Source: an optimization exercise on an open RTL-to-GDS flow (aim: small area, a short achievable clock period and few clock cycles). Production flows keep margins and buffers that such runs may drop.
Only simulation tests tie the RTL to the original design; equivalence was not proved.
Power figures rest on the tool's default switching activity, not on a simulated workload.

File: flow/design.v
module dshot_tdec (
    input  wire        clk,
    input  wire        rst,             
    input  wire        cfg_scheme,      
    input  wire [6:0]  cfg_tol,         
    input  wire        cfg_csum_inv,    
    input  wire [15:0] cfg_nom_period,  
    input  wire        in_valid,
    output wire        in_ready,
    input  wire        in_end,
    input  wire        in_level,        
    input  wire [15:0] in_high,         
    input  wire [15:0] in_len,          
    output reg         out_valid,
    output reg  [2:0]  out_status,
    output reg  [15:0] out_raw
);
    localparam [2:0] STAT_OK   = 3'd0;
    localparam [2:0] STAT_CSUM = 3'd2;
    localparam [2:0] STAT_INS  = 3'd3;
    localparam [2:0] STAT_BSF  = 3'd4;
    localparam [1:0] E_NONE = 2'd0, E_INS = 2'd1, E_BSF = 2'd2;
    localparam [1:0] A_IDLE = 2'd0, A_DIV = 2'd1, A_READY = 2'd2, A_HAND = 2'd3;
    localparam [1:0] DV_IDLE = 2'd0, DV_RUN = 2'd1, DV_DONE = 2'd2, DV_DONE2 = 2'd3;
    localparam [1:0] OWN_A = 2'd0, OWN_IN = 2'd1, OWN_B = 2'd2;
    reg        cs;
    reg [6:0]  ctol;
    reg        cinv;
    reg [15:0] cpn;
    always @(posedge clk) begin
        cs   <= cfg_scheme;
        ctol <= cfg_tol;
        cinv <= cfg_csum_inv;
        cpn  <= cfg_nom_period;
    end
    reg        in_ready_r;
    reg        v1, e1, lv1;
    reg [15:0] h1, l1;
    reg [5:0]  cnt;
    reg [20:0] acc;           
    reg [20:0] nacc;          
    reg [15:0] ra;            
    reg [15:0] rb;            
    reg        errf;          
    reg        n0zero;        
    reg        prev_lvl;
    reg [1:0]  pend_n0;
    reg        pend_big;
    reg [15:0] sbuf [0:31];
    reg [5:0]  wptr, rptr;
    reg [15:0] bq;
    reg [1:0]  a_st;
    reg [5:0]  a_cnt;
    reg [1:0]  a_estat;
    reg [15:0] a_pmin, a_pmax;
    reg [15:0] a_pe;
    reg [15:0] a_thr;         
    reg [6:0]  a_rr;          
    reg [1:0]  dv_st;
    reg [1:0]  dv_own;
    reg [2:0]  dv_it;
    reg [20:0] dv_rem;
    reg [20:0] dv_d;
    reg [15:0] dv_q;
    reg        hv;
    reg        b_act;
    reg [5:0]  b_left;
    reg [4:0]  b_j;
    reg [1:0]  b_estat;
    reg [5:0]  b_cnt;
    reg [15:0] b_p;
    reg [15:0] tq_1;
    reg        r1_v, r1_first, r1_last, r1_big, r1_chk, r1_err, r1_bit;
    reg [1:0]  r1_estat;
    reg [15:0] r1_d;
    reg [17:0] r1_cp;
    reg [4:0]  r1_c;
    reg        r2_v, r2_last, r2_fail;
    reg [1:0]  r2_estat;
    reg [4:0]  cum;
    reg [19:0] gr;
    reg        runerr;
    assign in_ready = in_ready_r;
    wire [17:0] tn3 = {1'b0, cpn, 1'b0} + {2'b0, cpn};
    wire [18:0] tn5 = {1'b0, cpn, 2'b0} + {3'b0, cpn};
    wire [18:0] tn7 = {cpn, 3'b0} - {3'b0, cpn};
    wire [17:0] b_t3 = {1'b0, b_p, 1'b0} + {2'b0, b_p};
    wire        dv_idle = (dv_st == DV_IDLE);
    wire        dv_done = (dv_st == DV_DONE);
    wire        dv_done2 = (dv_st == DV_DONE2);    
    wire [22:0] dv_r4  = {dv_rem, dv_q[15], dv_q[14]};
    wire [22:0] dv_d3  = {2'b0, dv_d} + {1'b0, dv_d, 1'b0};
    wire [23:0] dv_s1  = {1'b0, dv_r4} - {3'b0, dv_d};
    wire [23:0] dv_s2  = {1'b0, dv_r4} - {2'b0, dv_d, 1'b0};
    wire [23:0] dv_s3  = {1'b0, dv_r4} - {1'b0, dv_d3};
    wire        dv_g1  = ~dv_s1[23];
    wire        dv_g2  = ~dv_s2[23];
    wire        dv_g3  = ~dv_s3[23];
    wire        dv_b1  = dv_g2;
    wire        dv_b2  = dv_g3 | (dv_g1 & ~dv_g2);
    wire [20:0] dv_r2p = dv_g3 ? dv_s3[20:0] : dv_g2 ? dv_s2[20:0] : dv_g1 ? dv_s1[20:0] : dv_r4[20:0];
    wire [22:0] dv_t   = {1'b0, dv_rem, 1'b0} - {2'b0, dv_d};
    reg         dv_up, dv_tie;
    always @(posedge clk) begin
        dv_up  <= ~dv_t[22];
        dv_tie <= (dv_t == 23'd0);
    end
    wire [16:0] dl    = {l1, 1'b0};
    wire        n_ge1 = (dl >= {1'b0, cpn});
    wire        n_ge3 = ({1'b0, dl} >= tn3);
    wire        n_ge5 = ({2'b0, dl} >= tn5);
    wire        n_ge7 = ({2'b0, dl} >= tn7);
    wire [1:0]  n0f   = n_ge5 ? 2'd3 : n_ge3 ? 2'd2 : n_ge1 ? 2'd1 : 2'd0;
    wire [1:0]  estat_in = cs ? ((cnt == 6'd0) ? E_INS : (errf | n0zero) ? E_BSF : E_NONE)
                              : ((cnt < 6'd16) ? E_INS : errf ? E_BSF : E_NONE);
    wire in_div_act  = !dv_idle && (dv_own == OWN_IN);
    wire need_div_in = cs && (cnt != 6'd0) && pend_big;
    wire samp_ok     = !in_div_act && (!need_div_in || dv_idle);
    wire end_ok      = (a_st == A_IDLE) && !in_div_act && ((estat_in != E_NONE) || dv_idle);
    wire proc        = v1 && (e1 ? end_ok : samp_ok);
    wire proc_samp   = proc && !e1;
    wire proc_end    = proc && e1;
    wire v1_div_a  = proc_end && (estat_in == E_NONE);
    wire v1_div_in = proc_samp && need_div_in;
    wire buf_we = proc_samp && (cs || (cnt < 6'd16));
    wire [4:0]  cum_eff  = r1_first ? 5'd0 : cum;
    wire [5:0]  csum6 = {1'b0, cum_eff} + {1'b0, r1_c};
    wire [4:0]  cum_nx = (csum6 > 6'd21) ? 5'd21 : csum6[4:0];
    wire [4:0]  cum_iss = (b_j == 5'd0) ? 5'd0 : r1_v ? cum_nx : cum;
    wire        slow_need = r1_v && r1_big;    
    wire        r1_stall = slow_need;
    wire        b_tok    = (b_estat != E_NONE);
    wire        b_issue  = b_act && !r1_stall;
    wire        b_lastis = b_tok || (b_left == 6'd1);
    wire        b_take   = (a_st == A_READY) && (!b_act || (b_issue && b_lastis));
    wire b_div = slow_need && dv_idle && !v1_div_a && !v1_div_in;
    wire dv_start = v1_div_a || v1_div_in || b_div;
    wire [15:0] bd  = bq;    
    wire [16:0] bdd = {bd, 1'b0};
    wire [19:0] by1 = {3'b0, bdd} - {4'b0, b_p};
    wire [19:0] by3 = {3'b0, bdd} - {3'b0, b_p, 1'b0} - {4'b0, b_p};
    wire [19:0] by5 = {3'b0, bdd} - {2'b0, b_p, 2'b0} - {4'b0, b_p};
    wire [19:0] by7 = {3'b0, bdd} - {1'b0, b_p, 3'b0} + {4'b0, b_p};
    wire        ge1 = !by1[19];
    wire        ge3 = !by3[19];
    wire        ge5 = !by5[19];
    wire        ge7 = !by7[19];
    wire        eq1 = (by1 == 20'd0);
    wire        eq3 = (by3 == 20'd0);
    wire        eq5 = (by5 == 20'd0);
    wire [2:0]  c_f = ge7 ? 3'd4 : ge5 ? 3'd3 : ge3 ? 3'd2 : ge1 ? 3'd1 : 3'd0;
    wire [17:0] cp_f = ge7 ? {2'b0, b_p} : ge5 ? b_t3 : ge3 ? {1'b0, b_p, 1'b0} :
                       ge1 ? {2'b0, b_p} : 18'd0;
    wire        is_last = (b_left == 6'd1);
    reg [1:0] a_st_n;
    always @(*) begin
        a_st_n = a_st;
        case (a_st)
            A_IDLE:  if (proc_end) a_st_n = (estat_in == E_NONE) ? A_DIV : A_READY;
            A_DIV:   if (dv_done && dv_own == OWN_A) a_st_n = A_READY;
            A_READY: if (b_take) a_st_n = (a_estat == E_NONE) ? A_HAND : A_IDLE;
            default: if (b_issue && (cs || b_j == 5'd1)) a_st_n = A_IDLE;
        endcase
    end
    reg [1:0] dv_st_n;
    reg [1:0] dv_own_n;
    always @(*) begin
        dv_st_n  = dv_st;
        dv_own_n = dv_own;
        case (dv_st)
            DV_IDLE: if (dv_start) begin
                dv_st_n  = DV_RUN;
                dv_own_n = v1_div_a ? OWN_A : v1_div_in ? OWN_IN : OWN_B;
            end
            DV_RUN:  if (dv_it == 3'd7) dv_st_n = DV_DONE;
            DV_DONE: dv_st_n = (dv_own == OWN_A) ? DV_IDLE : DV_DONE2;
            default: dv_st_n = DV_IDLE;
        endcase
    end
    wire [5:0] cnt_n      = proc_end ? 6'd0 : proc_samp ? cnt + 6'd1 : cnt;
    wire       pend_big_n = (proc_samp && cs) ? n_ge7 : pend_big;
    wire [5:0] wptr_n     = wptr + {5'd0, buf_we};
    wire [5:0] rptr_n     = rptr + (!b_issue ? 6'd0 : b_tok ? b_cnt : 6'd1);
    wire [5:0] occ_n      = wptr_n - rptr_n;
    wire in_div_act_n = (dv_st_n != DV_IDLE) && (dv_own_n == OWN_IN);
    wire end_ok_n     = (a_st_n == A_IDLE) && (dv_st_n == DV_IDLE);
    wire samp_ok_n    = !in_div_act_n &&
                        (!(cs && (cnt_n != 6'd0) && pend_big_n) || (dv_st_n == DV_IDLE));
    wire v1_hold      = v1 && !proc;
    wire room1 = (occ_n <= 6'd30) || (cnt_n == 6'd31);
    wire room0 = (occ_n <= 6'd31) || (cnt_n == 6'd32);
    wire ok_move = in_end ? (end_ok_n && (occ_n <= 6'd31))
                          : (samp_ok_n && room1);
    wire ok_stay = !v1_hold ? room0
                 : e1 ? (end_ok_n && (occ_n <= 6'd31))
                      : (samp_ok_n && room1);
    wire moving  = in_valid && in_ready_r;
    always @(posedge clk) begin
        if (rst) begin
            in_ready_r <= 1'b0;
            v1         <= 1'b0;
        end else begin
            in_ready_r <= moving ? ok_move : ok_stay;
            v1         <= moving || v1_hold;
        end
        if (!v1_hold) begin
            e1  <= in_end;
            lv1 <= in_level;
            h1  <= in_high;
            l1  <= in_len;
        end
    end
    always @(posedge clk) begin
        if (buf_we)
            sbuf[wptr[4:0]] <= cs ? l1 : h1;
    end
    always @(posedge clk)
        bq <= sbuf[rptr_n[4:0]];
    wire [20:0] acc_sum  = acc + {5'd0, cs ? ra : l1};
    wire        nacc_div = dv_done2 && (dv_own == OWN_IN);
    wire [20:0] nacc_sum = nacc + (nacc_div ? {5'd0, dv_q} : {19'd0, pend_n0})
                                + {20'd0, nacc_div && dv_up};
    always @(posedge clk) begin
        if (rst) begin
            cnt    <= 6'd0;
            acc    <= 21'd0;
            nacc   <= 21'd0;
            errf   <= 1'b0;
            n0zero <= 1'b0;
            wptr   <= 6'd0;
        end else begin
            wptr <= wptr_n;
            cnt  <= cnt_n;
            if (proc_end) begin
                acc    <= 21'd0;
                nacc   <= 21'd0;
                errf   <= 1'b0;
                n0zero <= 1'b0;
            end else if (proc_samp) begin
                if (cs) begin
                    if (cnt != 6'd0 && lv1 == prev_lvl)
                        errf <= 1'b1;
                    if (cnt != 6'd0) begin
                        acc <= acc_sum;
                        if (!pend_big) begin
                            nacc <= nacc_sum;
                            if (pend_n0 == 2'd0)
                                n0zero <= 1'b1;
                        end
                    end
                end else if (cnt < 6'd16) begin
                    acc <= acc_sum;
                    if (h1 > l1)
                        errf <= 1'b1;
                end
            end
            if (nacc_div)
                nacc <= nacc_sum;
        end
    end
    always @(posedge clk) begin
        if (proc_samp) begin
            if (cs) begin
                prev_lvl <= lv1;
                ra       <= l1;
                pend_n0  <= n0f;
                pend_big <= n_ge7;
            end else if (cnt < 6'd16) begin
                if (cnt == 6'd0 || l1 < ra) ra <= l1;
                if (cnt == 6'd0 || l1 > rb) rb <= l1;
            end
        end
    end
    reg [20:0] dx, ddv;
    always @(*) begin
        if (v1_div_in) begin
            dx  = {5'd0, ra};
            ddv = {5'd0, cpn};
        end else if (v1_div_a) begin
            if (!cs) begin
                dx  = acc;
                ddv = 21'd16;
            end else if (cnt < 6'd2) begin
                dx  = {5'd0, cpn};
                ddv = 21'd1;
            end else begin
                dx  = acc;
                ddv = nacc;
            end
        end else begin
            dx  = {5'd0, r1_d};
            ddv = {5'd0, r1_cp[15:0]};
        end
    end
    wire [9:0] hz_t = {1'b0, a_rr, 2'b00} + (dv_q[1] ? {2'b0, ctol, 1'b0} : 10'd0)
                                         + (dv_q[0] ? {3'b0, ctol} : 10'd0);
    reg  [2:0] hz_dig;
    reg  [9:0] hz_sub;
    always @(*) begin
        if      (hz_t >= 10'd600) begin hz_dig = 3'd6; hz_sub = 10'd600; end
        else if (hz_t >= 10'd500) begin hz_dig = 3'd5; hz_sub = 10'd500; end
        else if (hz_t >= 10'd400) begin hz_dig = 3'd4; hz_sub = 10'd400; end
        else if (hz_t >= 10'd300) begin hz_dig = 3'd3; hz_sub = 10'd300; end
        else if (hz_t >= 10'd200) begin hz_dig = 3'd2; hz_sub = 10'd200; end
        else if (hz_t >= 10'd100) begin hz_dig = 3'd1; hz_sub = 10'd100; end
        else                      begin hz_dig = 3'd0; hz_sub = 10'd0;   end
    end
    wire [9:0] hz_rem10 = hz_t - hz_sub;
    wire [6:0] hz_rem   = hz_rem10[6:0];
    always @(posedge clk) begin
        if (rst) begin
            a_st  <= A_IDLE;
            dv_st <= DV_IDLE;
            hv    <= 1'b0;
        end else begin
            a_st  <= a_st_n;
            dv_st <= dv_st_n;
            hv    <= (dv_st == DV_RUN);
        end
        dv_own <= dv_own_n;
        if (proc_end) begin
            a_cnt   <= (!cs && cnt > 6'd16) ? 6'd16 : cnt;
            a_estat <= estat_in;
            a_pmin  <= ra;
            a_pmax  <= rb;
        end
        if (dv_start) begin
            dv_it  <= 3'd0;
            dv_rem <= {16'd0, dx[20:16]};
            dv_q   <= dx[15:0];
            dv_d   <= ddv;
        end else if (dv_st == DV_RUN) begin
            dv_it  <= dv_it + 3'd1;
            dv_rem <= dv_r2p;
            dv_q   <= {dv_q[13:0], dv_b1, dv_b2};
        end
        if (v1_div_a) begin
            a_thr <= 16'd0;
            a_rr  <= 7'd0;
        end else if (hv && dv_own == OWN_A) begin
            a_thr <= {a_thr[13:0], 2'b00} + {13'd0, hz_dig};
            a_rr  <= hz_rem;
        end
        if (dv_done && dv_own == OWN_A)
            a_pe <= dv_q;
    end
    wire [4:0] slow_c = ((dv_q[15:5] != 11'd0) || (dv_q[4:0] >= 5'd21)) ? 5'd21
                                                                         : dv_q[4:0] + {4'd0, dv_up};
    always @(posedge clk) begin
        if (rst) begin
            b_act <= 1'b0;
            rptr  <= 6'd0;
            r1_v  <= 1'b0;
        end else begin
            rptr <= rptr_n;
            if (b_issue) begin
                b_left <= b_left - 6'd1;
                b_j    <= b_j + 5'd1;
                if (b_lastis)
                    b_act <= 1'b0;
            end
            if (b_take) begin
                b_act   <= 1'b1;
                b_left  <= a_cnt;
                b_j     <= 5'd0;
                b_estat <= a_estat;
                b_cnt   <= a_cnt;
                b_p     <= a_pe;
            end
            if (b_issue)
                r1_v <= 1'b1;
            else if (!r1_stall)
                r1_v <= 1'b0;
        end
        if (b_issue) begin
            if (b_tok) begin
                r1_first <= 1'b1;
                r1_last  <= 1'b1;
                r1_big   <= 1'b0;
                r1_chk   <= 1'b0;
                r1_err   <= 1'b0;
                r1_bit   <= 1'b0;
                r1_c     <= 5'd0;
                r1_estat <= b_estat;
            end else begin
                r1_first <= (b_j == 5'd0);
                r1_last  <= is_last;
                r1_estat <= E_NONE;
                if (b_j == 5'd0)
                    tq_1 <= a_thr;
                if (cs) begin
                    r1_d   <= bd;
                    r1_cp  <= cp_f;
                    r1_c   <= {2'b0, c_f};
                    r1_big <= ge7 && (!is_last || (cum_iss < 5'd18));
                    r1_chk <= !is_last && !ge7;
                    r1_err <= !is_last && (!ge1 || (!ge7 && (eq1 || eq3 || eq5)));
                    r1_bit <= 1'b0;
                end else begin
                    r1_d   <= (b_j == 5'd0) ? a_pmin : a_pmax;
                    r1_cp  <= {2'b0, b_p};
                    r1_c   <= 5'd0;
                    r1_big <= 1'b0;
                    r1_chk <= (b_j < 5'd2);
                    r1_err <= eq1;
                    r1_bit <= ge1 && !eq1;
                end
            end
        end else if (dv_done2 && dv_own == OWN_B) begin
            r1_d   <= dv_rem[15:0];
            r1_cp  <= dv_up ? r1_cp : 18'd0;
            r1_c   <= slow_c;
            r1_big <= 1'b0;
            r1_chk <= !r1_last;
            r1_err <= r1_err || (!r1_last && dv_tie);
        end
    end
    wire [18:0] dv_y  = {3'b0, r1_d} + {3'b0, tq_1} - {1'b0, r1_cp};
    wire        r1_fail = r1_err || (r1_chk && (dv_y[18] || (dv_y[17:0] > {1'b0, tq_1, 1'b0})));
    wire        r1_mv = r1_v && !r1_stall;
    wire [4:0]  gpos  = 5'd20 - cum_eff;
    always @(posedge clk) begin
        if (rst)
            r2_v <= 1'b0;
        else
            r2_v <= r1_mv;
        r2_fail  <= r1_fail;
        r2_last  <= r1_last;
        r2_estat <= r1_estat;
        if (r1_mv) begin
            if (cs) begin
                cum <= cum_nx;
                if (r1_first)
                    gr <= 20'd0;
                else if (r1_c != 5'd0 && cum_eff != 5'd0 && cum_eff <= 5'd20)
                    gr[gpos] <= 1'b1;
            end else begin
                gr <= r1_first ? {19'd0, r1_bit} : {gr[18:0], r1_bit};
            end
        end
    end
    wire        fail = r2_fail;
    reg [4:0] nib3, nib2, nib1, nib0;
    reg [4:0] gq [0:3];
    integer   k;
    always @(*) begin
        for (k = 0; k < 4; k = k + 1) begin
            case (gr[5*k +: 5])
                5'h19: gq[k] = {1'b1, 4'h0};
                5'h1B: gq[k] = {1'b1, 4'h1};
                5'h12: gq[k] = {1'b1, 4'h2};
                5'h13: gq[k] = {1'b1, 4'h3};
                5'h1D: gq[k] = {1'b1, 4'h4};
                5'h15: gq[k] = {1'b1, 4'h5};
                5'h16: gq[k] = {1'b1, 4'h6};
                5'h17: gq[k] = {1'b1, 4'h7};
                5'h1A: gq[k] = {1'b1, 4'h8};
                5'h09: gq[k] = {1'b1, 4'h9};
                5'h0A: gq[k] = {1'b1, 4'hA};
                5'h0B: gq[k] = {1'b1, 4'hB};
                5'h1E: gq[k] = {1'b1, 4'hC};
                5'h0D: gq[k] = {1'b1, 4'hD};
                5'h0E: gq[k] = {1'b1, 4'hE};
                5'h0F: gq[k] = {1'b1, 4'hF};
                default: gq[k] = 5'd0;
            endcase
        end
        nib0 = gq[0];
        nib1 = gq[1];
        nib2 = gq[2];
        nib3 = gq[3];
    end
    wire        gcr_ok  = nib3[4] & nib2[4] & nib1[4] & nib0[4];
    wire [15:0] gcr_raw = {nib3[3:0], nib2[3:0], nib1[3:0], nib0[3:0]};
    wire [15:0] fin_raw  = cs ? gcr_raw : gr[15:0];
    wire [3:0]  fin_exp  = fin_raw[15:12] ^ fin_raw[11:8] ^ fin_raw[7:4] ^ {4{cinv}};
    wire        errs     = runerr || fail;
    reg [2:0] fin_status;
    always @(*) begin
        if (r2_estat == E_INS)
            fin_status = STAT_INS;
        else if (r2_estat == E_BSF || errs)
            fin_status = STAT_BSF;
        else if (cs && cum != 5'd21)
            fin_status = STAT_INS;
        else if (cs && !gcr_ok)
            fin_status = STAT_BSF;
        else if (fin_raw[3:0] != fin_exp)
            fin_status = STAT_CSUM;
        else
            fin_status = STAT_OK;
    end
    always @(posedge clk) begin
        if (rst) begin
            out_valid <= 1'b0;
            runerr    <= 1'b0;
        end else begin
            out_valid <= r2_v && r2_last;
            if (r2_v)
                runerr <= r2_last ? 1'b0 : (runerr || fail);
        end
        out_status <= fin_status;
        out_raw    <= fin_raw;
    end
endmodule
File: flow/run.sh
#!/bin/bash
# synth_recipe.tcl (not shown) runs the flow's synth.tcl, then flattens the netlist and writes it again
# the make line also repeats each setting of config.mk as NAME=value (left out here)
make -C /OpenROAD-flow-scripts/flow DESIGN_CONFIG=/design/flow/config.mk WORK_HOME=/design/flow/orfs CLKGATE_MAP_FILE= SYNTH_SCRIPT=/design/flow/synth_recipe.tcl finish
File: flow/config.mk
export PLATFORM = sky130hd
export DESIGN_NAME = dshot_tdec
export DESIGN_NICKNAME = dshot_tdec
export VERILOG_FILES = /design/flow/design.v
export SDC_FILE = /design/flow/constraint.sdc
export NUM_CORES = 4
export LEC_CHECK = 0
export ABC_AREA = 1
export CAP_MARGIN = 20
export CORE_MARGIN = 2
export CORE_UTILIZATION = 40
export SLEW_MARGIN = 20
File: flow/constraint.sdc
create_clock -name core_clock -period 20.0 [get_ports {clk}]
set_input_delay 4.0000 -clock core_clock [delete_from_list [all_inputs] [get_ports {clk}]]
set_output_delay 4.0000 -clock core_clock [all_outputs]
set_load 0.01 [all_outputs]
==> flow_metrics.env, run 1 <==
export IMPL_status="timing/DRC/antenna clean"
export IMPL_path_clk_slew_ps=60
export IMPL_cts_tree="done"
export IMPL_grt_pass1_vias=45247
export IMPL_row_count=141
export IMPL_slowest_stage="clkdlybuf4s50_1"
export IMPL_cts_root_buf="clkbuf_16"
export IMPL_hold_class="reg2reg"
export IMPL_fin_worst_skew_ps=84.40
export IMPL_critPathBufInv=1
export IMPL_via_per_inst=5.517
export IMPL_hold_depth=0
export IMPL_final_setup_tns_ps=0
export IMPL_fp_coreArea_sq_mm=0.1477
export IMPL_synth_area_sq_mm=0.05943
export IMPL_dr_first_iter_drc_count=4583
export IMPL_slew_viol_final=0
export IMPL_hp_start="r1_estat[0]$_SDFFCE_PP0P_"
export IMPL_clock_sinks=1007
export IMPL_final_util=0.4487
export IMPL_path_cells="clkdlybuf4s50_1"
export IMPL_insertion_delay_ps=770
export IMPL_ioPinCount=83
export IMPL_cp_start_kind="flop"
export IMPL_cellPowerDensity_mw_per_mm2=98.15
export IMPL_drive_gt1_frac=0.05533
export IMPL_path_delay_family="buffers and inverters"
export IMPL_start_util=0.4025
export IMPL_r2r_cells=23
export IMPL_gr_total_overflow=0
export IMPL_drt_total_wl_um=174900
export IMPL_critPathRequiredTime_ps=16000
export IMPL_pre_cts_ws_ps=13680
export IMPL_path_class="reg2out"
export IMPL_period_share=0.2902
export IMPL_ys_ff_latch=1007
export IMPL_drv_cap=0
export IMPL_met3_usage=0.03221
export IMPL_syn_nets=7134
export IMPL_wire_per_inst_um=20.25
export IMPL_grt_use_met2=0.3566
export IMPL_ys_types=71
export IMPL_dr_pass1_iters=6
export IMPL_area_growth_pct=11.48
export IMPL_grt_busiest_layer="met2"
export IMPL_dp_cells=8433
export IMPL_vias=47647
export IMPL_antenna_found_initial=4
export IMPL_cp_depth=1
export IMPL_yosys_warnings=2
export IMPL_yosysSeqAreaShare=0.4744
export IMPL_fin_nets=7200
export IMPL_leakagePower_nw=27.39
export IMPL_reg2reg_from="b_estat[1]$_DFFE_PP_"
export IMPL_hpwl_um=123500
export IMPL_rsz0062_at_grt="no"
export IMPL_crit_arrival_ps=1800
export IMPL_synthFlopType="edfxtp_1"
export IMPL_grt_max_degree=99
export IMPL_gp_congestion=0.9385
export IMPL_syn_inst=6546
export IMPL_cts_setup_buffers=0
export IMPL_drc=0
export IMPL_slew_headroom=0.2481
export IMPL_io_buffer_count=82
export IMPL_drtAntennaViolNets=0
export IMPL_cp_startpoint="in_ready_r$_SDFF_PP0_"
export IMPL_clockBufferDepth=3
export IMPL_synth_edf_count=803
export IMPL_crit_path_end_kind="output port"
export IMPL_tightest_slew_ps=1113
export IMPL_fmax_mhz=172.3
export IMPL_async_flop_share=0
export IMPL_die_area_sq_mm=0.1517
export IMPL_final_cells=8637
export IMPL_timing_final_hold_violations=0
export IMPL_cp_max_fo=2
export IMPL_use_met1=0.3231
export IMPL_die_w_um=389.5
export IMPL_grtUsageTotal=0.2266
export IMPL_peakVddDrop_v=0.00007340
export IMPL_htreeDepth=3
export IMPL_cts_resized=0
export IMPL_cts_buffers_inserted=107
export IMPL_cp_slowest_stage_delay_ps=600
export IMPL_die_h_um=389.5
export IMPL_min_period_ps=5805
export IMPL_fin_ws_ps=14200
export IMPL_grt_first_pass_wirelength_um=267100
export IMPL_cts_hold_buffers=0
export IMPL_avgSynthCellArea_sq_um=9.080
export IMPL_setup_viol=0
[power breakdown]
| group | internal, mW | total [mW] | switching [mW] |
|---|---|---|---|
| combinational | 0.714 | 1.99 | 1.27 |
| sequential | 2.35 | 2.48 | 0.125 |
| clock | 1.16 | 2.04 | 0.881 |
[synthesized netlist by cell type (4+ instances only)]
master       n  area (sq um)
clkinv_1     5         18.77
clkbuf_1   161         604.3
a211oi_1    30         225.2
fa_1        70          1401
nand3_1    265          1326
nand4_1     57         356.6
nor4_1      11         68.82
xor2_1     176          1541
o21bai_1    19         142.6
o21ai_0    620          3103
buf_2       22         110.1
nor2_2       5         31.28
a21oi_2      5         43.79
o21ai_2      8         70.07
dfxtp_1    204          4084
a21o_1      27         202.7
buf_4        8         60.06
xnor2_1     74         648.1
nand3b_1    18         135.1
o21ai_1     32         160.2
a221oi_1     4         35.03
o32ai_1     12         105.1
o221ai_1    84         735.7
nor3_1      64         320.3
a22oi_1     16         120.1
edfxtp_1   803         24110
inv_2       12         45.04
o211ai_1    57         427.9
a31oi_1     37         231.5
a21oi_1    464          2322
o31ai_1      7         52.55
nand2_2      5         31.28
o21a_1      12         90.09
ha_1       456          5705
clkbuf_2     5         25.02
nand2_1   1087          4080
buf_1       14         52.55
inv_1      727          2729
a21boi_0    16         120.1
nor2_1     692          2597
or2_2       24         150.1
o22ai_1     82         513.0
[worst paths after layout]
| kind | endpoint | slack (ps) |
|---|---|---|
| worst max-delay path | in_ready | 14200 |
| worst min-delay path | r2_estat[0]$_DFF_P_ | 360 |
| worst max register to register | in_ready_r$_SDFF_PP0_ | 14460 |
| worst min register to register | r2_estat[0]$_DFF_P_ | 360 |
[stage by stage]
step / hold slack (ps) / total power [mW] / instance area [sq um]
CTS: 346.8 / 6.516 / 66250
detailed placement: 333.6 / 4.475 / 62610
global route: 362.4 / 6.891 / 66250
finish: 355.1 / 6.503 / 66260
floorplan: 323.3 / 3.940 / 59430
global placement: 327.7 / 4.453 / 62610
[sequential cells by signal (all words and copies together) (netlist names), 18 cells and up]
name	flops
nacc	21
acc	21
r1_cp	18
sbuf	512
dv_rem	21
dv_d	21
gr	20
[placed cells by master, fill, tap and decap left out, drive strengths merged, types with 3 or more instances in the layout]
cell	synthesis	final
nand2	1095	1095
edfxtp	803	803
inv	740	746
nor2	702	702
o21ai	660	660
a21oi	470	470
ha	456	456
nand3	269	269
dfxtp	204	204
xor2	176	176
clkbuf	166	146
buf	47	89
o221ai	84	84
o22ai	82	82
clkdlybuf4s50	0	81
xnor2	74	74
fa	70	70
nor3	64	64
nand4	59	59
o211ai	57	57
clkinv	5	47
a31oi	38	38
a211oi	30	30
a21o	27	27
or2	26	26
o21bai	19	19
nand3b	18	18
a21boi	17	17
a22oi	16	16
o21a	13	13
o32ai	12	12
nor4	11	11
o31ai	7	7
bufinv	0	7
a221oi	4	4
o311ai	4	4
a41oi	3	3
[per-layer routing]
metal / up-vias / wire [um]
met5: - / 8
met4: 2 / 5332
met3: 293 / 13330
met2: 1645 / 77520
met1: 22824 / 78730
li1: 22883 / -
[cell families after synthesis]
kind of cell	after synthesis	synth area share
and+or+nand+nor	2248	0.1567
buffers and inverters	958	0.06204
adders and majority gates	526	0.1196
DFF	1007	0.4744
xor gates and xnor gates	250	0.03684
AOI/OAI and AO/OA	1557	0.1504
[cell type report]
cell class	instances	area, sq um
antenna	2	5.005
clock buffer	146	3007
clock inverter	56	628.1
fill	14166	81400
inverter	745	2809
multi-input combinational	4581	27720
sequential	1007	28200
tap	1930	2415
timing repair buffer	170	1476
Testbench counts, summed over its fixed seeds: cycles 16,293.
==> run 2: changes to the inputs <==
--- a/flow/config.mk
+++ b/flow/config.mk
@@ -6,5 +6,4 @@
 export NUM_CORES = 4
 export LEC_CHECK = 0
-export ABC_AREA = 1
 export CAP_MARGIN = 20
 export CORE_MARGIN = 2
==> run 2 against run 1 <==
Largest cell class is now multi-input combinational cells. Die area decreased by 1.4%. Still clean on timing, DRC and antenna. Sequential power about the same. Sequential cell count unchanged. Power decreased by 7.3%.
==> flow_metrics.env, run 2 <==
export IMPL_status="timing/DRC/antenna clean"
export IMPL_drc=0
export IMPL_insertion_delay_ps=790
export IMPL_path_cells="clkdlybuf4s50_1"
export IMPL_critPathBufInv=1
export IMPL_die_area_sq_mm=0.1495
export IMPL_io_buffer_count=82
export IMPL_final_util=0.4507
export IMPL_area_growth_pct=12.03
export IMPL_reg2reg_from="r1_v$_SDFFE_PP0P_"
export IMPL_use_met1=0.3104
export IMPL_fin_area_sq_mm=0.06561
export IMPL_period_share=0.3040
export IMPL_r2r_cells=12
export IMPL_cellPowerDensity_mw_per_mm2=91.92
export IMPL_dpl_cell_area_sq_mm=0.06185
export IMPL_drtAntennaViolNets=0
export IMPL_syn_nets=5714
export IMPL_cp_start_kind="flop"
export IMPL_timing_final_hold_violations=0
export IMPL_cts_setup_buffers=0
export IMPL_ioPinCount=83
export IMPL_fin_nets=5832
export IMPL_grtUsageTotal=0.2139
export IMPL_grt_use_met2=0.3313
export IMPL_synth_top_area_share=0.4117
export IMPL_crit_arrival_ps=2080
export IMPL_ys_types=115
export IMPL_ys_top_cells_by_area="edfxtp_1, ha_1, dfxtp_1, mux4_2, a21oi_1"
export IMPL_antenna_found_initial=2
export IMPL_leakagePower_nw=24.64
export IMPL_start_util=0.4024
export IMPL_cp_startpoint="in_ready_r$_SDFF_PP0_"
export IMPL_clockBufferDepth=3
export IMPL_synthFlopType="edfxtp_1"
export IMPL_vias=41003
export IMPL_met3_usage=0.03448
export IMPL_slowest_stage="clkdlybuf4s50_1"
export IMPL_ys_ff_latch=1007
export IMPL_row_count=140
export IMPL_r2r_slack_ps=14400
export IMPL_finalPower_mw=6.031
export IMPL_cp_depth=1
export IMPL_via_per_inst=5.649
export IMPL_critPathRequiredTime_ps=16000
export IMPL_fin_worst_skew_ps=74.98
export IMPL_die_h_um=386.7
export IMPL_syn_inst=5126
export IMPL_htreeDepth=3
export IMPL_synth_edf_count=803
export IMPL_fp_coreArea_sq_mm=0.1456
export IMPL_path_class="reg2out"
export IMPL_gr_total_overflow=0
export IMPL_cts_hold_buffers=0
export IMPL_yosys_warnings=2
export IMPL_final_common_cell="edfxtp_1"
export IMPL_async_flop_share=0
export IMPL_peakVddDrop_v=0.00007832
export IMPL_largest_reg_flops=512
export IMPL_die_w_um=386.7
export IMPL_cts_resized=0
export IMPL_wire_per_inst_um=22.47
export IMPL_grt_max_degree=66
export IMPL_cts_tree="done"
export IMPL_yosysMostFrequentCell="edfxtp_1"
export IMPL_dr_pass1_iters=7
export IMPL_final_setup_tns_ps=0
export IMPL_drive_gt1_frac=0.09925
export IMPL_hpwl_um=116200
export IMPL_dr_first_iter_drc_count=3737
export IMPL_slew_headroom=0.3324
export IMPL_grt_busiest_layer="met2"
export IMPL_fmax_mhz=164.5
export IMPL_synth_area_sq_mm=0.05857
export IMPL_min_period_ps=6080
export IMPL_hp_start="r1_last$_SDFFCE_PN1P_"
export IMPL_path_clk_slew_ps=60
export IMPL_cts_root_buf="clkbuf_16"
export IMPL_gp_congestion=0.9213
export IMPL_endpoint="in_ready"
export IMPL_avgSynthCellArea_sq_um=11.43
export IMPL_cp_max_fo=2
export IMPL_slew_viol_final=0
export IMPL_grt_first_pass_wirelength_um=245100
export IMPL_drv_cap=0
export IMPL_grt_pass1_vias=39474
export IMPL_mostFrequentLayoutCells="edfxtp_1, ha_1, a21oi_1"
export IMPL_yosysSeqAreaShare=0.4814
export IMPL_r2r_end="bq[3]$_DFF_P_"
export IMPL_setup_viol=0
export IMPL_synth_area_leader_cell="edfxtp_1"
export IMPL_hold_class="reg2reg"
export IMPL_tightest_slew_ps=998.9
export IMPL_path_delay_family="buffers and inverters"
export IMPL_cp_slowest_stage_delay_ps=650
export IMPL_cts_buffers_inserted=108
export IMPL_crit_path_end_kind="output port"
export IMPL_synthTopCellsByCount="edfxtp_1, ha_1, a21oi_1, inv_1, nor2_1"
export IMPL_clock_sinks=1007
export IMPL_drt_total_wl_um=163100
export IMPL_rsz0062_at_grt="no"
[run 2: changes by cell type after synthesis, sizes merged, moves of 59 or more]
cell    previous run  this run
xnor2             74       165
mux2i              0        98
nand2b             0        59
o221ai            84         6
a21o              27        98
nand2           1095       354
nor2b              0        60
o22ai             82         8
o21ai            660       261
mux4               0       144
xor2             176        89
nor2             702       371
nand3            269        88
inv              740       383
[run 2: logic make-up after synthesis]
group / share of synthesized area
muxes: 0.07975
DFF: 0.4814
buffers and inverters: 0.03621
xor gates and xnor gates: 0.03965
and+or+nand+nor: 0.1045
adders and majority gates: 0.1215
AOI/OAI and AO/OA: 0.1369
[run 2: power by group]
part	switching, mW	internal, mW
Clock	0.881	1.20
Sequential	0.122	2.34
Combinational	0.880	0.608
[run 2: through the flow]
stage               setup WS (ps)  hold WS [ps]  cells
floorplan                   14190         323.3   5126
global placement            13870         391.6   7048
detailed placement          13880         391.9   7050
CTS                         13930         406.3   7256
global route                13930         419.6   7257
finish                      13920         414.1   7259
[run 2: how the worst min path moves through the flow]
stage                     endpoint  slack (ps)  cells after the start
2_1_floorplan  r2_estat[0]$_DFF_P_         320                      0
3_3_place_gp       r2_last$_DFF_P_         390                      0
3_5_place_dp       r2_last$_DFF_P_         390                      0
4_1_cts            r2_last$_DFF_P_         410                      0
5_1_grt            r2_last$_DFF_P_         420                      0
6_report           r2_last$_DFF_P_         410                      0
[run 2: area by class of cell]
class,count,area (sq um)
diodes,2,5.005
clock buffers,145,2952
clock inverters,61,789.5
fillers,13195,79950
inverters,384,1444
multi-input cells,3575,28350
flip-flops and latches,1007,28200
well taps,1917,2399
repair buffers,168,1469
[run 2: per-layer routing]
layer / vias up / wire length [um]
li1: 19365 / -
met1: 20171 / 76200
met2: 1245 / 72540
met3: 220 / 10320
met4: 2 / 4058
met5: - / 17
==> run 3: changes to the inputs <==
--- a/flow/design.v
+++ b/flow/design.v
@@ -34,5 +34,6 @@
         cpn  <= cfg_nom_period;
     end
-    reg        in_ready_r;
+    reg        in_ready_r;    
+    reg        nrdy;          
     reg        v1, e1, lv1;
     reg [15:0] h1, l1;
@@ -49,4 +50,5 @@
     reg [15:0] sbuf [0:31];
     reg [5:0]  wptr, rptr;
+    reg [5:0]  rptr1;         
     reg [15:0] bq;
     reg [1:0]  a_st;
@@ -181,5 +183,6 @@
     wire       pend_big_n = (proc_samp && cs) ? n_ge7 : pend_big;
     wire [5:0] wptr_n     = wptr + {5'd0, buf_we};
-    wire [5:0] rptr_n     = rptr + (!b_issue ? 6'd0 : b_tok ? b_cnt : 6'd1);
+    wire [5:0] rptr_tok   = rptr + b_cnt;
+    wire [5:0] rptr_n     = !b_issue ? rptr : b_tok ? rptr_tok : rptr1;
     wire [5:0] occ_n      = wptr_n - rptr_n;
     wire in_div_act_n = (dv_st_n != DV_IDLE) && (dv_own_n == OWN_IN);
@@ -195,11 +198,13 @@
                  : e1 ? (end_ok_n && (occ_n <= 6'd31))
                       : (samp_ok_n && room1);
-    wire moving  = in_valid && in_ready_r;
+    wire moving  = in_valid && !nrdy;
     always @(posedge clk) begin
         if (rst) begin
             in_ready_r <= 1'b0;
+            nrdy       <= 1'b1;
             v1         <= 1'b0;
         end else begin
             in_ready_r <= moving ? ok_move : ok_stay;
+            nrdy       <= moving ? !ok_move : !ok_stay;
             v1         <= moving || v1_hold;
         end
@@ -351,7 +356,9 @@
             b_act <= 1'b0;
             rptr  <= 6'd0;
+            rptr1 <= 6'd1;
             r1_v  <= 1'b0;
         end else begin
-            rptr <= rptr_n;
+            rptr  <= rptr_n;
+            rptr1 <= rptr_n + 6'd1;
             if (b_issue) begin
                 b_left <= b_left - 6'd1;
--- a/flow/config.mk
+++ b/flow/config.mk
@@ -8,4 +8,4 @@
 export CAP_MARGIN = 20
 export CORE_MARGIN = 2
-export CORE_UTILIZATION = 40
+export CORE_UTILIZATION = 50
 export SLEW_MARGIN = 20
==> run 3 against run 2 <==
Still clean on timing, DRC and antenna. Die area shrank 19%. Sequential share of layout area is 0.39 points higher. Clock power barely moved. Hold slack worse by 57 ps. Highest routed layer unchanged. Wire length barely moved. Final cell count shrank 2.4%. Utilization grew 11 points. Non-clock buffer count down 5. Synthesized cell count up 4.8%. Global-route usage grew 5.4 points. Worst setup slack better by 230 ps.
==> flow_metrics.env, run 3 <==
export IMPL_status="timing/DRC/antenna clean"
export IMPL_hold_depth=0
export IMPL_ys_top_cells_by_area="edfxtp_1, ha_1, dfxtp_1, mux4_2, nand2_1"
export IMPL_syn_nets=5964
export IMPL_cts_root_buf="clkbuf_16"
export IMPL_setup_viol=0
export IMPL_tightest_slew_ps=1043
export IMPL_ioPinCount=83
export IMPL_drt_total_wl_um=163100
export IMPL_die_h_um=347.3
export IMPL_leakagePower_nw=25.32
export IMPL_min_period_ps=5854
export IMPL_synth_area_leader_cell="edfxtp_1"
export IMPL_syn_inst=5374
export IMPL_io_buffer_count=82
export IMPL_grt_pass1_vias=40415
export IMPL_seq_power_share=0.420
export IMPL_cts_tree="done"
export IMPL_wire_per_inst_um=23.01
export IMPL_row_count=125
export IMPL_slew_viol_final=0
export IMPL_yosysMostFrequentCell="edfxtp_1"
export IMPL_ys_types=95
export IMPL_die_area_sq_mm=0.1206
export IMPL_hold_class="reg2reg"
export IMPL_largest_reg_flops=512
export IMPL_peakVddDrop_v=0.00008218
export IMPL_fin_worst_skew_ps=92.21
export IMPL_cellPowerDensity_mw_per_mm2=89.46
export IMPL_critPathBufInv=2
export IMPL_grtUsageTotal=0.2679
export IMPL_cp_max_fo=84
export IMPL_cts_setup_buffers=0
export IMPL_htreeDepth=3
export IMPL_final_cells=7086
export IMPL_mostFrequentLayoutCells="edfxtp_1, nand2_1, ha_1"
export IMPL_ys_ff_latch=1014
export IMPL_final_util=0.5608
export IMPL_clock_sinks=1014
export IMPL_finalPower_mw=5.846
export IMPL_drc=0
export IMPL_cp_common_cell="ha_1"
export IMPL_start_util=0.5056
export IMPL_period_share=0.2927
export IMPL_dr_first_iter_drc_count=3931
export IMPL_cp_start_kind="flop"
export IMPL_cts_resized=0
export IMPL_vias=42082
export IMPL_path_class="reg2reg"
export IMPL_hpwl_um=115800
export IMPL_fmax_mhz=170.8
export IMPL_gr_total_overflow=0
export IMPL_r2r_cells=19
export IMPL_power_clock_fraction=0.353
export IMPL_dp_cells=6880
export IMPL_avgSynthCellArea_sq_um=10.96
export IMPL_yosysSeqAreaShare=0.4810
export IMPL_yosys_warnings=2
export IMPL_via_per_inst=5.939
export IMPL_synthFlopType="edfxtp_1"
export IMPL_grt_first_pass_wirelength_um=246300
export IMPL_drv_cap=0
export IMPL_path_cells="buf_4 -> o211ai_1 -> a21o_1 -> and3b_1 -> nand2_1 -> inv_1 -> ha_1 -> ha_1 -> xor2_1 -> ha_1 -> nand2_1 -> nor2_1 -> a311o_1 -> a21o_1 -> a21oi_1 -> xnor2_1 -> a31oi_1 -> a31oi_1 -> o41ai_1"
export IMPL_synth_edf_count=803
export IMPL_area_growth_pct=10.92
export IMPL_cp_depth=19
export IMPL_synthTopCellsByCount="edfxtp_1, nand2_1, ha_1, nor2_1, a21oi_1"
export IMPL_cts_hold_buffers=0
export IMPL_drtAntennaViolNets=0
export IMPL_fp_coreArea_sq_mm=0.1165
export IMPL_crit_arrival_ps=6390
export IMPL_clockBufferDepth=3
export IMPL_synth_top_area_share=0.4093
export IMPL_timing_final_hold_violations=0
export IMPL_die_w_um=347.3
export IMPL_pwr_share_comb=0.227
export IMPL_fin_nets=6056
export IMPL_rsz0062_at_grt="no"
export IMPL_dr_pass1_iters=5
export IMPL_switching_share=0.3005
export IMPL_synth_area_sq_mm=0.05891
export IMPL_critPathRequiredTime_ps=20540
export IMPL_drive_gt1_frac=0.08416
export IMPL_cts_buffers_inserted=108
export IMPL_netSwitchingPower_mw=1.756
export IMPL_grt_max_degree=133
export IMPL_final_setup_tns_ps=0
export IMPL_antenna_found_initial=1
export IMPL_cp_slowest_stage_delay_ps=910
export IMPL_path_clk_slew_ps=60
export IMPL_slew_headroom=0.2982
export IMPL_insertion_delay_ps=760
export IMPL_crit_path_end_kind="flop"
export IMPL_slowest_stage="dfxtp_4"
export IMPL_gp_congestion=0.9209
export IMPL_final_common_cell="edfxtp_1"
export IMPL_whs_ps=357.5
export IMPL_p_int_mw=4.089
export IMPL_path_delay_family="compound AO/OA/AOI/OAI gates"
export IMPL_async_flop_share=0
## run 3: cell types whose count changed after synthesis, moves of 19 or more
cell	delta
mux2i_1	-71
inv_1	-22
o21ai_0	+45
xor2_1	+19
a21o_1	+22
a21oi_1	-45
a22oi_1	+32
nand2_1	+223
## run 3: per-layer routing
metal | track usage | vias up | wire [um]
met5 | 0 | - | 7
met4 | 0.08784 | 2 | 5352
met3 | 0.03343 | 242 | 8916
met2 | 0.4424 | 1171 | 77730
met1 | 0.3672 | 20624 | 71080
li1 | - | 20043 | -
## run 3: worst reg2reg max path: stages, from the launching register on
cell and delay (ps):
dfxtp_4 910, buf_4 650, o211ai_1 330, a21o_1 310
and3b_1 260, nand2_1 260, inv_1 150, ha_1 210
ha_1 200, xor2_1 290, ha_1 320, nand2_1 70
nor2_1 40, a311o_1 370, a21o_1 200, a21oi_1 170
xnor2_1 180, a31oi_1 210, a31oi_1 110, o41ai_1 450
## run 3: path summary, 6_finish.rpt
path,from,endpoint,slack (ps)
setup / recovery,cs$_DFF_P_,in_ready_r$_SDFF_PP0_,14150
hold / removal,r1_estat[0]$_SDFFCE_PP0P_,r2_estat[0]$_DFF_P_,360
setup reg to reg,cs$_DFF_P_,in_ready_r$_SDFF_PP0_,14150
hold reg to reg,r1_estat[0]$_SDFFCE_PP0P_,r2_estat[0]$_DFF_P_,360
## run 3: layout make-up
type / count / area, sq um
tap: 1524 / 1907
sequential: 1014 / 28340
multi-input combinational: 3815 / 28580
fill: 9969 / 51170
antenna: 1 / 2.502
clock inverter: 63 / 768.2
clock buffer: 142 / 2930
inverter: 364 / 1366
timing repair buffer: 163 / 1449
## run 3: cell families after synthesis
kind of cell / synth area share
and+or+nand+nor: 0.1184
AOI/OAI and AO/OA: 0.1446
buffers and inverters: 0.03564
adders and majority gates: 0.1211
DFF: 0.4810
muxes: 0.05949
xor gates and xnor gates: 0.03978
## run 3: power by group through the flow
stage / combinational [mW] / sequential [mW] / clock (mW)
3_5_place_dp: 1.31 / 2.50 / 0
3_3_place_gp: 1.30 / 2.50 / 0
6_report: 1.33 / 2.46 / 2.06
2_1_floorplan: 1.01 / 2.44 / 0
5_1_grt: 1.49 / 2.46 / 2.18
4_1_cts: 1.32 / 2.45 / 2.09
## run 3: per-stage QoR
step	instance area (sq um)	setup slack, ps
after detailed placement	61630	14270
final	65350	14150
after CTS	65330	14260
after floorplan	58910	14150
after global placement	61630	14340
after global routing	65340	13660
Testbench counts of run 3, summed over its fixed seeds: cycles 16,293.
==> run 4: changes to the inputs <==
--- a/flow/config.mk
+++ b/flow/config.mk
@@ -8,4 +8,4 @@
 export CAP_MARGIN = 20
 export CORE_MARGIN = 2
-export CORE_UTILIZATION = 50
+export CORE_UTILIZATION = 40
 export SLEW_MARGIN = 20
==> run 4 against run 3 <==
Still clean. Via count is 0.36% higher. Synthesized cell count stayed put. Final cell count is 5.6% higher. Highest routed layer is now met4. Critical path depth is 18 lower. Sequential share of layout area is 0.36 points lower. Largest power group unchanged. Utilization is 11 points lower. Synthesized area stayed put.
==> flow_metrics.env, run 4 <==
export IMPL_fp_coreArea_sq_mm=0.1459
export IMPL_htreeDepth=3
export IMPL_seq_power_share=0.420
export IMPL_mostFrequentLayoutCells="edfxtp_1, nand2_1, ha_1"
export IMPL_netSwitchingPower_mw=1.761
export IMPL_synthFlopType="edfxtp_1"
export IMPL_switching_share=0.3008
export IMPL_whs_ps=407.3
export IMPL_ys_ff_latch=1014
export IMPL_async_flop_share=0
export IMPL_cts_setup_buffers=0
export IMPL_grt_max_degree=146
export IMPL_p_int_mw=4.093
export IMPL_yosysSeqAreaShare=0.4810
export IMPL_grt_first_pass_wirelength_um=246500
export IMPL_gr_total_overflow=0
export IMPL_path_clk_slew_ps=60
export IMPL_critPathBufInv=1
export IMPL_dpl_cell_area_sq_mm=0.06215
export IMPL_vias=42235
export IMPL_final_setup_tns_ps=0
export IMPL_largest_reg_flops=512
export IMPL_path_cells="clkdlybuf4s50_1"
export IMPL_cts_buffers_inserted=107
export IMPL_wire_per_inst_um=21.62
export IMPL_dr_first_iter_drc_count=3945
export IMPL_drv_cap=0
export IMPL_cts_tree="done"
export IMPL_timing_final_hold_violations=0
export IMPL_peakVddDrop_v=0.00008464
export IMPL_crit_arrival_ps=1790
export IMPL_die_w_um=387.8
export IMPL_drt_total_wl_um=161800
export IMPL_drive_gt1_frac=0.08359
export IMPL_cts_resized=0
export IMPL_ioPinCount=83
export IMPL_clock_sinks=1014
export IMPL_slew_headroom=0.2143
export IMPL_cp_max_fo=1
export IMPL_pwr_share_comb=0.226
export IMPL_leakagePower_nw=25.35
export IMPL_ys_top_cells_by_area="edfxtp_1, ha_1, dfxtp_1, mux4_2, nand2_1"
export IMPL_synth_area_sq_mm=0.05891
export IMPL_drc=0
export IMPL_final_util=0.4516
export IMPL_yosys_warnings=2
export IMPL_final_common_cell="edfxtp_1"
export IMPL_die_area_sq_mm=0.1504
export IMPL_fin_ws_ps=14210
export IMPL_io_buffer_count=82
export IMPL_slew_viol_final=0
export IMPL_syn_nets=5964
export IMPL_area_growth_pct=11.84
export IMPL_drtAntennaViolNets=0
export IMPL_min_period_ps=5788
export IMPL_crit_path_end_kind="output port"
export IMPL_cellPowerDensity_mw_per_mm2=88.85
export IMPL_rsz0062_at_grt="no"
export IMPL_synth_edf_count=803
export IMPL_fin_nets=6058
export IMPL_row_count=140
export IMPL_tightest_slew_ps=1149
export IMPL_die_h_um=387.8
export IMPL_path_delay_family="buffers and inverters"
export IMPL_pre_cts_ws_ps=13960
export IMPL_finalPower_mw=5.854
export IMPL_period_share=0.2894
export IMPL_grt_pass1_vias=40209
export IMPL_ys_types=95
export IMPL_avgSynthCellArea_sq_um=10.96
export IMPL_start_util=0.4037
export IMPL_fmax_mhz=172.8
export IMPL_dp_cells=7276
export IMPL_power_clock_fraction=0.355
export IMPL_insertion_delay_ps=770
export IMPL_final_cells=7483
export IMPL_hold_class="reg2reg"
export IMPL_cts_hold_buffers=0
export IMPL_critPathRequiredTime_ps=16000
export IMPL_fin_area_sq_mm=0.06589
export IMPL_cts_root_buf="clkbuf_16"
export IMPL_dr_pass1_iters=6
export IMPL_fin_worst_skew_ps=78.61
export IMPL_cp_start_kind="flop"
export IMPL_syn_inst=5374
export IMPL_setup_viol=0
export IMPL_synthTopCellsByCount="edfxtp_1, nand2_1, ha_1, nor2_1, a21oi_1"
export IMPL_path_class="reg2out"
export IMPL_synth_area_leader_cell="edfxtp_1"
export IMPL_slowest_stage="clkdlybuf4s50_1"
export IMPL_clockBufferDepth=3
export IMPL_grtUsageTotal=0.2120
export IMPL_gp_congestion=0.9355
export IMPL_via_per_inst=5.644
export IMPL_yosysMostFrequentCell="edfxtp_1"
export IMPL_antenna_found_initial=1
export IMPL_status="timing/DRC/antenna clean"
export IMPL_cp_slowest_stage_delay_ps=600
export IMPL_synth_top_area_share=0.4093
export IMPL_hpwl_um=117200
[run 4: layout make-up]
| cell class | instances | area (sq um) |
|---|---|---|
| Tap cell | 1917 | 2399 |
| Clock buffer | 138 | 2970 |
| Timing Repair Buffer | 166 | 1471 |
| Clock inverter | 66 | 750.7 |
| Antenna cell | 3 | 7.507 |
| Fill cell | 13420 | 80030 |
| Multi-Input combinational cell | 3815 | 28580 |
| Sequential cell | 1014 | 28340 |
| Inverter | 364 | 1366 |
[run 4: cells by family after synthesis]
family	count (synthesis)	share of synthesized area
flops	1014	0.4810
mux	186	0.05949
fa+ha+maj	528	0.1211
simple gates	1510	0.1184
buf+inv	545	0.03564
compound gates	1330	0.1446
xor+xnor	261	0.03978
[run 4: worst paths after layout]
check | start | end | slack [ps] | cells past startpoint
worst max-delay path | in_ready_r$_SDFF_PP0_ | in_ready | 14210 | 1
worst min-delay path | r1_last$_SDFFCE_PN1P_ | r2_last$_DFF_P_ | 410 | 0
worst max register to register | cpn[3]$_DFF_P_ | nrdy$_SDFF_PP1_ | 14450 | 21
worst min register to register | r1_last$_SDFFCE_PN1P_ | r2_last$_DFF_P_ | 410 | 0
[run 4: power groups by stage]
stage	Combinational (mW)	Sequential (mW)	Clock, mW
finish	1.32	2.46	2.08
global route	1.48	2.46	2.20
floorplan	1.01	2.44	0
global placement	1.29	2.50	0
CTS	1.31	2.45	2.11
detailed placement	1.30	2.50	0
[run 4: per-layer routing]
layer	part of all wire	track usage
met5	0	0
met2	0.45	0.3328
met3	0.061	0.03111
met4	0.026	0.05724
met1	0.46	0.3056
==> run 5: changes to the inputs <==
--- a/flow/config.mk
+++ b/flow/config.mk
@@ -6,4 +6,5 @@
 export NUM_CORES = 4
 export LEC_CHECK = 0
+export ABC_AREA = 1
 export CAP_MARGIN = 20
 export CORE_MARGIN = 2
==> run 5 against run 4 <==
Largest power group unchanged. Combinational power rose by 22%. Largest cell class is now registers. Clock skew fell by 4.1 ps. Via count rose by 13%. Sequential cell count did not move. First-iteration DRC count rose by 12%. Final cell count rose by 16%. Still clean. Sequential share of layout area fell by 0.89 points. Clock power rose by 3%. Non-clock buffer count rose by 11.
==> flow_metrics.env, run 5 <==
export IMPL_status="timing/DRC/antenna clean"
export IMPL_switching_share=0.3316
export IMPL_yosysMostFrequentCell="nand2_1"
export IMPL_ys_types=77
export IMPL_p_int_mw=4.139
export IMPL_cp_start_kind="flop"
export IMPL_clock_sinks=1014
export IMPL_ys_ff_latch=1014
export IMPL_mostFrequentLayoutCells="nand2_1, edfxtp_1, nor2_1"
export IMPL_critPathRequiredTime_ps=16000
export IMPL_gr_total_overflow=0
export IMPL_netSwitchingPower_mw=2.054
export IMPL_rsz0062_at_grt="no"
export IMPL_cp_startpoint="in_ready_r$_SDFF_PP0_"
export IMPL_synth_area_sq_mm=0.06014
export IMPL_yosysSeqAreaShare=0.4712
export IMPL_dr_first_iter_drc_count=4431
export IMPL_synthTopCellsByCount="nand2_1, edfxtp_1, nor2_1, inv_1, ha_1"
export IMPL_critPathBufInv=1
export IMPL_endpoint="in_ready"
export IMPL_htreeDepth=3
export IMPL_cts_setup_buffers=0
export IMPL_crit_path_end_kind="output port"
export IMPL_ioPinCount=83
export IMPL_pwr_share_comb=0.259
export IMPL_leakagePower_nw=27.57
export IMPL_yosys_warnings=2
export IMPL_cts_root_buf="clkbuf_16"
export IMPL_async_flop_share=0
export IMPL_hold_class="reg2reg"
export IMPL_insertion_delay_ps=780
export IMPL_dp_cells=8480
export IMPL_io_buffer_count=82
export IMPL_final_common_cell="nand2_1"
export IMPL_fin_nets=7169
export IMPL_syn_inst=6497
export IMPL_synth_area_leader_cell="edfxtp_1"
export IMPL_fmax_mhz=171.0
export IMPL_drive_gt1_frac=0.06439
export IMPL_path_class="reg2out"
export IMPL_crit_arrival_ps=1850
export IMPL_fin_worst_skew_ps=74.51
export IMPL_area_growth_pct=11.87
export IMPL_avgSynthCellArea_sq_um=9.257
export IMPL_min_period_ps=5847
export IMPL_reg2reg_from="bq[1]$_DFF_P_"
export IMPL_slowest_stage="clkdlybuf4s50_1"
export IMPL_r2r_slack_ps=14570
export IMPL_slew_viol_final=0
export IMPL_path_clk_slew_ps=60
export IMPL_antenna_cells=0
export IMPL_via_per_inst=5.484
export IMPL_cellPowerDensity_mw_per_mm2=92.03
export IMPL_grt_first_pass_wirelength_um=272800
export IMPL_timing_final_hold_violations=0
export IMPL_start_util=0.4020
export IMPL_final_setup_tns_ps=0
export IMPL_drtAntennaViolNets=0
export IMPL_fp_coreArea_sq_mm=0.1496
export IMPL_grtUsageTotal=0.2324
export IMPL_synth_top_area_share=0.4009
export IMPL_final_cells=8694
export IMPL_die_area_sq_mm=0.1535
export IMPL_power_clock_fraction=0.346
export IMPL_die_h_um=391.8
export IMPL_r2r_cells=25
export IMPL_grt_pass1_vias=45029
export IMPL_peakVddDrop_v=0.00008216
export IMPL_synthFlopType="edfxtp_1"
export IMPL_path_delay_family="buffers and inverters"
export IMPL_clockBufferDepth=3
export IMPL_setup_viol=0
export IMPL_cts_tree="done"
export IMPL_period_share=0.2924
export IMPL_largest_reg_flops=512
export IMPL_cp_slowest_stage_delay_ps=610
export IMPL_seq_power_share=0.395
export IMPL_grt_max_degree=199
export IMPL_row_count=142
export IMPL_synth_edf_count=803
export IMPL_path_cells="clkdlybuf4s50_1"
export IMPL_drt_total_wl_um=181200
export IMPL_drc=0
export IMPL_die_w_um=391.8
export IMPL_tightest_slew_ps=1083
export IMPL_cts_resized=0
export IMPL_cp_max_fo=1
export IMPL_drv_cap=0
export IMPL_dr_pass1_iters=6
export IMPL_cts_buffers_inserted=113
export IMPL_cp_depth=1
export IMPL_hpwl_um=128600
export IMPL_wire_per_inst_um=20.84
export IMPL_cts_hold_buffers=0
export IMPL_ys_top_cells_by_area="edfxtp_1, ha_1, dfxtp_1, nand2_1, nor2_1"
export IMPL_vias=47675
export IMPL_finalPower_mw=6.192
export IMPL_gp_congestion=0.9397
export IMPL_slew_headroom=0.2757
export IMPL_r2r_end="r1_cp[10]$_SDFFCE_PN0P_"
export IMPL_syn_nets=7087
export IMPL_antenna_found_initial=6
-- run 5: worst min path at each step --
| stage | start | to | slack (ps) | cells after the start |
|---|---|---|---|---|
| global route | r1_estat[1]$_SDFFCE_PP0P_ | r2_estat[1]$_DFF_P_ | 360 | 0 |
| detailed placement | r1_estat[0]$_SDFFCE_PP0P_ | r2_estat[0]$_DFF_P_ | 330 | 0 |
| CTS | r1_estat[1]$_SDFFCE_PP0P_ | r2_estat[1]$_DFF_P_ | 330 | 0 |
| floorplan | r1_estat[0]$_SDFFCE_PP0P_ | r2_estat[0]$_DFF_P_ | 320 | 0 |
| global placement | r1_estat[0]$_SDFFCE_PP0P_ | r2_estat[0]$_DFF_P_ | 330 | 0 |
| finish | r1_estat[1]$_SDFFCE_PP0P_ | r2_estat[1]$_DFF_P_ | 330 | 0 |
-- run 5: logic make-up after synthesis --
family / share of synthesized area
XOR/XNOR: 0.03714
buffers and inverters: 0.06310
adder cells (fa/ha/maj): 0.1186
AND/OR/NAND/NOR: 0.1557
flip-flops: 0.4712
AO/OA/AOI/OAI: 0.1543
-- run 5: area by class of cell --
cell class	instances	area (sq um)
clock buffers	136	3007
repair buffers	177	1554
clock inverters	78	848.3
fillers	14445	82320
well taps	2016	2522
flip-flops and latches	1014	28340
inverters	760	2867
multi-input cells	4513	28140
-- run 5: power groups by stage --
| stage | clock [mW] | combinational, mW | sequential, mW |
|---|---|---|---|
| floorplan | 0 | 1.18 | 2.44 |
| global placement | 0 | 1.57 | 2.49 |
| detailed placement | 0 | 1.58 | 2.49 |
| CTS | 2.17 | 1.59 | 2.44 |
| global route | 2.26 | 1.81 | 2.45 |
| finish | 2.14 | 1.61 | 2.44 |
-- run 5: per-stage QoR --
step / util / setup WS (ps) / area [sq um] / hold slack [ps]
2_1_floorplan: - / 14200 / 60140 / 323.3
3_3_place_gp: 0.4240 / 13570 / 63420 / 330.7
3_5_place_dp: 0.4240 / 13590 / 63420 / 326.9
4_1_cts: 0.4497 / 14120 / 67280 / 334.7
5_1_grt: 0.4497 / 14120 / 67280 / 357.4
6_report: 0.4497 / 14150 / 67280 / 333.5
-- run 5: metal layers --
metal  up-vias  share of wire  routed length [um]  global-route usage
li1      22885              -                   -                   -
met1     22947           0.45               81790              0.3320
met2      1588           0.45               81170              0.3651
met3       255          0.074               13380             0.03565
met4         0          0.027                4811             0.06483
met5         -              0                   0                   0
==> run 6: changes to the inputs <==
--- a/flow/config.mk
+++ b/flow/config.mk
@@ -6,7 +6,8 @@
 export NUM_CORES = 4
 export LEC_CHECK = 0
-export ABC_AREA = 1
 export CAP_MARGIN = 20
 export CORE_MARGIN = 2
 export CORE_UTILIZATION = 40
+export CTS_CLUSTER_DIAMETER = 100
+export CTS_CLUSTER_SIZE = 30
 export SLEW_MARGIN = 20
==> run 6 against run 5 <==
Utilization is 1.2 points lower. Combinational power is 18% lower. Design area is 5.2% lower. Via count is 13% lower. Global-route usage is 2.4 points lower. Sequential share of layout area is 2.3 points higher. Final cell count is 15% lower. Die area is 2.0% lower. Hold slack better by 88 ps. Clock skew is 9.2 ps higher.
==> flow_metrics.env, run 6 <==
export IMPL_fmax_mhz=174.0
export IMPL_hp_start="a_pe[1]$_DFFE_PP_"
export IMPL_peakVddDrop_v=0.00007045
export IMPL_dr_first_iter_drc_count=3941
export IMPL_hold_depth=0
export IMPL_fin_nets=5998
export IMPL_rsz0062_at_grt="no"
export IMPL_largest_reg_flops=512
export IMPL_final_setup_tns_ps=0
export IMPL_synth_top_area_share=0.4093
export IMPL_critPathBufInv=1
export IMPL_drtAntennaViolNets=0
export IMPL_synth_compound_area_frac=0.1446
export IMPL_yosysSeqAreaShare=0.4810
export IMPL_final_common_cell="edfxtp_1"
export IMPL_insertion_delay_ps=730
export IMPL_crit_path_end_kind="output port"
export IMPL_tightest_slew_ps=1088
export IMPL_vias=41666
export IMPL_min_period_ps=5746
export IMPL_path_delay_family="buffers and inverters"
export IMPL_slowest_stage="clkdlybuf4s50_1"
export IMPL_die_area_sq_mm=0.1504
export IMPL_crit_arrival_ps=1750
export IMPL_hold_class="reg2reg"
export IMPL_area_growth_pct=8.306
export IMPL_gp_congestion=0.9355
export IMPL_ys_top_cells_by_area="edfxtp_1, ha_1, dfxtp_1, mux4_2, nand2_1"
export IMPL_gr_total_overflow=0
export IMPL_async_flop_share=0
export IMPL_fp_coreArea_sq_mm=0.1459
export IMPL_r2r_slack_ps=14370
export IMPL_dr_pass1_iters=6
export IMPL_cp_start_kind="flop"
export IMPL_avgSynthCellArea_sq_um=10.96
export IMPL_grt_pass1_vias=39540
export IMPL_io_buffer_count=82
export IMPL_timing_final_hold_violations=0
export IMPL_syn_inst=5374
export IMPL_cts_hold_buffers=0
export IMPL_cts_root_buf="clkbuf_16"
export IMPL_ys_ff_latch=1014
export IMPL_synth_area_sq_mm=0.05891
export IMPL_ioPinCount=83
export IMPL_grtUsageTotal=0.2086
export IMPL_period_share=0.2873
export IMPL_path_clk_slew_ps=110
export IMPL_hpwl_um=117200
export IMPL_synthFlopType="edfxtp_1"
export IMPL_path_cells="clkdlybuf4s50_1"
export IMPL_synthAdderAreaFrac=0.1211
export IMPL_synth_simple_area_share=0.1184
export IMPL_status="timing/DRC/antenna clean"
export IMPL_wire_per_inst_um=21.73
export IMPL_r2r_end="nrdy$_SDFF_PP1_"
export IMPL_cp_slowest_stage_delay_ps=600
export IMPL_grt_max_degree=146
export IMPL_drc=0
export IMPL_fin_area_sq_mm=0.06380
export IMPL_htreeDepth=2
export IMPL_yosysMostFrequentCell="edfxtp_1"
export IMPL_min_to="b_p[1]$_DFFE_PP_"
export IMPL_synthMuxAreaShare=0.05949
export IMPL_synth_edf_count=803
export IMPL_synth_xor_area_frac=0.03978
export IMPL_cp_max_fo=1
export IMPL_clock_sinks=1014
export IMPL_yosys_warnings=2
export IMPL_synth_top_family_by_area="compound AO/OA/AOI/OAI gates"
export IMPL_reg2reg_from="cpn[3]$_DFF_P_"
export IMPL_drv_cap=0
export IMPL_mostFrequentLayoutCells="edfxtp_1, nand2_1, ha_1"
export IMPL_slew_viol_final=0
export IMPL_critPathRequiredTime_ps=16000
export IMPL_row_count=140
export IMPL_cellPowerDensity_mw_per_mm2=78.51
export IMPL_cts_setup_buffers=0
export IMPL_drive_gt1_frac=0.06829
export IMPL_leakagePower_nw=24.33
export IMPL_slew_headroom=0.2721
export IMPL_r2r_cells=21
export IMPL_die_h_um=387.8
export IMPL_fin_worst_skew_ps=83.69
export IMPL_synth_area_leader_cell="edfxtp_1"
export IMPL_die_w_um=387.8
export IMPL_drt_total_wl_um=160100
export IMPL_cts_buffers_inserted=47
export IMPL_antenna_found_initial=1
export IMPL_clockBufferDepth=3
export IMPL_syn_nets=5964
export IMPL_start_util=0.4037
export IMPL_grt_first_pass_wirelength_um=243500
export IMPL_cts_resized=0
export IMPL_ys_types=95
export IMPL_cts_tree="done"
export IMPL_path_class="reg2out"
export IMPL_fill_cells=13615
export IMPL_setup_viol=0
export IMPL_via_per_inst=5.656
export IMPL_synthTopCellsByCount="edfxtp_1, nand2_1, ha_1, nor2_1, a21oi_1"
export IMPL_dpl_cell_area_sq_mm=0.06215
[run 6: changes by cell type after synthesis, sizes merged, moves of 82 or more]
cell and change:
nand2 -397, inv -393, nor2 -384, nand3 -196
o21ai -155, mux4 +128, a21o +93, a21oi -82
[run 6: how the worst max path moves through the flow]
| stage | to | cells past startpoint | startpoint | slack (ps) |
|---|---|---|---|---|
| final | in_ready | 1 | in_ready_r$_SDFF_PP0_ | 14250 |
| after detailed placement | nacc[14]$_SDFFE_PP0P_ | 7 | rst | 13960 |
| after CTS | in_ready | 1 | in_ready_r$_SDFF_PP0_ | 14190 |
| after global routing | nrdy$_SDFF_PP1_ | 21 | cpn[3]$_DFF_P_ | 14010 |
| after floorplan | b_cnt[0]$_DFFE_PP_ | 3 | rst | 14150 |
| after global placement | nacc[14]$_SDFFE_PP0P_ | 7 | rst | 13980 |
[run 6: final cells by class]
| class | count | area, sq um | area share |
|---|---|---|---|
| multi-input combinational | 3815 | 28580 | 0.4480 |
| sequential | 1014 | 28340 | 0.4442 |
| tap | 1917 | 2399 | 0.03759 |
| timing repair buffer | 166 | 1471 | 0.02306 |
| inverter | 364 | 1366 | 0.02141 |
| clock buffer | 68 | 1255 | 0.01967 |
| clock inverter | 20 | 381.6 | 0.005981 |
| antenna | 3 | 7.507 | 0.0001177 |
[run 6: layer usage]
layer / GRT usage / vias to the layer above / share of wire
met5: 0 / - / 0
met4: 0.04418 / 0 / 0.020
met3: 0.02269 / 150 / 0.060
met2: 0.3332 / 1180 / 0.45
met1: 0.3055 / 20464 / 0.47
li1: - / 19872 / -
[run 6: logic make-up (layout without fill, tap and decap cells)]
| logic type | count (synthesis) | in the layout |
|---|---|---|
| fa+ha+maj | 528 | 528 |
| xor+xnor | 261 | 261 |
| simple gates | 1510 | 1510 |
| flops | 1014 | 1014 |
| buf+inv | 545 | 618 |
| compound gates | 1330 | 1330 |
| mux | 186 | 186 |
| other cells | 0 | 3 |
[run 6: metrics by stage]
step                      power (mW)  hold slack, ps  cells  utilization  setup WS (ps)
after floorplan                3.447           323.3   5374            -          14150
after global placement         3.784           386.7   7276       0.4259          13980
after detailed placement       3.798           404.0   7276       0.4260          13960
after CTS                      5.025           415.1   7364       0.4372          14190
after global routing           5.273           421.9   7364       0.4372          14010
final                          5.010           421.4   7367       0.4373          14250
[run 6: worst register-to-register path, cell delays in order (launching register included)]
cell and delay (ps):
dfxtp_1 800, inv_1 200, ha_1 360, and3b_1 190, o21ai_1 160, a21boi_0 160
o41a_1 430, o21ai_0 160, nand2b_1 110, a21o_1 190, nand2_1 90, nand2b_1 70
xnor2_1 180, ha_1 280, a21o_1 170, a2111oi_0 590, o21ai_0 190, a31oi_1 250
a21oi_1 120, nand4_1 200, a21oi_1 150, o41a_1 430
[run 6: power by group]
part	total, mW	leakage (nW)	switching (mW)	internal (mW)
clock network	1.24	0.770	0.754	0.483
logic	1.32	14.5	0.762	0.558
registers	2.45	9.06	0.110	2.34

Check on run 6: ideal ports give 14.254 ns setup slack; a clkbuf_16 on the clock port and buf_2 on the inputs give 14.172 ns; moving port delays by the midpoint clock arrival (0.768 ns) as well gives 13.969 ns.
